From an optimization exercise on the open Yosys and OpenROAD flow, aimed at small area, a short achievable clock period and few clock cycles per item; shortcuts taken in it are not production practice.
At most, simulation tests tie the RTL to the original design; equivalence was not proved.

## trial 79
// conv3x3
module conv3x3 (
    input  wire         clk,
    input  wire         rst,
    input  wire         cfg_we,
    input  wire [3:0]   cfg_addr,
    input  wire [31:0]  cfg_wdata,
    input  wire         in_valid,
    output wire         in_ready,
    input  wire [143:0] in_pix,
    input  wire [8:0]   in_mask,
    output wire         out_valid,
    input  wire         out_ready,
    output wire [15:0]  out_pix
);
clock: 12.5 ns
lec_check: 0
cap_margin: 20
core_margin: 2
core_utilization: 60
slew_margin: 20
standard.sh (not shown) runs the stock make flow with config.mk's settings and CLKGATE_MAP_FILE= SYNTH_SCRIPT=/design/flow/synth_recipe.tcl, a recipe that flattens the netlist after the stock synthesis.
==> flow/flow/run.sh <==
#!/bin/bash
# The standard layout (standard.sh, unchanged synthesis), with two changes in how it
# is made: timing repair aims for 8 ns of extra setup slack, so the resizer keeps
# improving paths past the 12.5 ns constraint, and clock tree synthesis clusters more
# sinks per leaf buffer and inserts no dummy loads. Each tool's output is in standard.log.
set -o pipefail
bash standard.sh SETUP_SLACK_MARGIN=8 \
  "CTS_ARGS=-sink_clustering_enable -repair_clock_nets -sink_clustering_size 25 -sink_clustering_max_diameter 90 -dont_use_dummy_load" \
  finish > standard.log 2>&1
The following lists how trial 19 was set up differently from trial 79:
--- a/flow/design.v
+++ b/flow/design.v
@@ -115,26 +115,26 @@
                     else if (need_wsum) ph_n = K_WS;
                     else active_n = 1'b0;
                 end
                 default: active_n = 1'b0;
             endcase
         end
     end
     wire [287:0] wflat = {wt[8], wt[7], wt[6], wt[5], wt[4], wt[3], wt[2], wt[1], wt[0]};
     wire [SW-1:0] as4 = dig_first ? {SW{1'b0}} : {acc_s[SW-3:0], 2'b00};
     wire [SW-1:0] ac4 = dig_first ? {SW{1'b0}} : {acc_c[SW-3:0], 2'b00};
     wire [SW-1:0] ra, rb;
     c3_mac u_mac (.one(d_one), .two(d_two), .neg(d_neg), .w(wflat), .as(as4), .ac(ac4), .ra(ra), .rb(rb));
-    wire [SW-1:0] racc, rm1;
-    c3_cadd u_cadd (.a(acc_s), .b(acc_c), .r(racc), .rm1(rm1));
+    wire [SW-1:0] racc    = acc_s + acc_c;
+    wire [SW-1:0] rm1     = acc_s + acc_c + {SW{1'b1}};
     wire          tot_div = (acc_kind == K_TOT) && !div_auto;
     wire [SW-1:0] dsx     = {{(SW-32){divisor[31]}}, divisor};
     wire          abs_neg = tot_div ? divisor[31] : racc[SW-1];
     wire [SW-1:0] abs_out = tot_div ? (divisor[31] ? (~dsx + 1'b1) : dsx) :
                             (racc[SW-1] ? ~rm1 : racc);
     wire          abs_zero = tot_div ? ~|divisor : ~|racc;
     wire [DM-1:0] abs_d   = abs_zero ? {{(DM-1){1'b0}}, 1'b1} : abs_out[DM-1:0];
     wire [31:0] T = threshold;
     wire t_small8  = (T[31:10] == 22'd0) | ((&T[31:10]) & (T[9:8] != 2'b00));
     wire t_small16 = (T[31:18] == 14'd0) | ((&T[31:18]) & (T[17:16] != 2'b00));
     reg  [1:0] msel;       
     always @(posedge clk) msel <= lane16 ? (t_small16 ? 2'd1 : 2'd2) : (t_small8 ? 2'd0 : 2'd2);
@@ -321,57 +321,24 @@
             nq[1]   <= {qin1[QW-2:0], q1};
         if (prep1) begin
             dd[1]   <= s2_d;
             qneg[1] <= s2_sneg ^ s2_dneg;
             sat[1]  <= ovf;
         end
         if (fin0 || fin1) out_r <= clamped;
     end
     assign in_ready  = in_ready_r;
     assign out_valid = out_v;
     assign out_pix   = out_r;
 endmodule
-module c3_cadd (
-    input  wire [51:0] a,
-    input  wire [51:0] b,
-    output wire [51:0] r,
-    output wire [51:0] rm1
-);
-    wire [51:0] x = ~(a ^ b);
-    wire [51:0] y = {a[50:0] | b[50:0], 1'b0};
-    wire [51:0] p = x ^ y;
-    wire [51:0] g = x & y;
-    wire [51:0] gl [0:6];
-    wire [51:0] pl [0:6];
-    assign gl[0] = g;
-    assign pl[0] = p;
-    genvar l, i;
-    generate
-        for (l = 0; l < 6; l = l + 1) begin : lv
-            for (i = 0; i < 52; i = i + 1) begin : bt
-                if (i >= (1 << l)) begin : cb
-                    assign gl[l+1][i] = gl[l][i] | (pl[l][i] & gl[l][i - (1 << l)]);
-                    assign pl[l+1][i] = pl[l][i] & pl[l][i - (1 << l)];
-                end else begin : pb
-                    assign gl[l+1][i] = gl[l][i];
-                    assign pl[l+1][i] = pl[l][i];
-                end
-            end
-        end
-    endgenerate
-    wire [51:0] c0 = {gl[6][50:0], 1'b0};
-    wire [51:0] c1 = {gl[6][50:0] | pl[6][50:0], 1'b1};
-    assign rm1 = p ^ c0;
-    assign r   = p ^ c1;
-endmodule
 module c3_mac (
     input  wire [8:0]   one,
     input  wire [8:0]   two,
     input  wire [8:0]   neg,
     input  wire [287:0] w,
     input  wire [51:0]  as,
     input  wire [51:0]  ac,
     output wire [51:0]  ra,
     output wire [51:0]  rb
 );
     wire [33:0] w0 = {{2{w[31]}}, w[31:0]};
     wire [33:0] pp0 = (({34{one[0]}} & w0) | ({34{two[0]}} & {w0[32:0], 1'b0})) ^ {34{neg[0]}};
## What came out
- Max global-route wire length before repair across trial 19 and trial 79: trial 79
- The instance count after placement with tap cells included number comes out higher for trial 79 vs trial 19.
- Trial 19 against trial 79; count of clock-buffer cells in the layout is up by a few percent.
- Between trial 19 and trial 79, average instance area after synthesis is lower for trial 79, trial 19 comes in above that.
- Compared with trial 79, in trial 19 initial antenna violation count shrank by 3, worst setup slack picked up an extra 0.17 ns, post-route fraction of the period consumed by the critical path decreased by 1.4 points relative to the old numbers.
Testbench counts of trial 19, summed over its fixed seeds: cycles 32,911, items 4,096.
Function not checked in trial 79: the RTL went through the layout flow alone.

-- what the ideal ports hide --
No port has a modelled driver above. Below, the same layouts with a new extraction and two added sets of constraints.
Step 1 assumes that a clkbuf_16 drives the clock port and a buf_2 every other input.
Step 2 moves the port delays by t, midway between the first and last clock arrival at a register: inputs arrive t later, outputs are due t later. That takes back most of the time a late clock gives input paths.
Three values: no drivers, after step 1, after step 2; two values: the first two.
run | shift t [ns] | slack for setup (ns) | hold slack, ns | latest minus earliest clock arrival (ns) | worst data-port slew with drivers (ns)
trial 79 | 0.729 | 7.755 / 7.755 / 7.334 | 0.428 / 0.428 / 0.428 | 0.106 / 0.106 | 0.10
trial 19 | 0.706 | 7.928 / 7.928 / 7.439 | 0.436 / 0.436 / 0.436 | 0.078 / 0.079 | 0.07
After both steps setup and hold are still met in every run listed. For trial 19, which loses most, drivers alone change the setup slack by 0.000 ns; drivers and shift together by -0.489 ns.
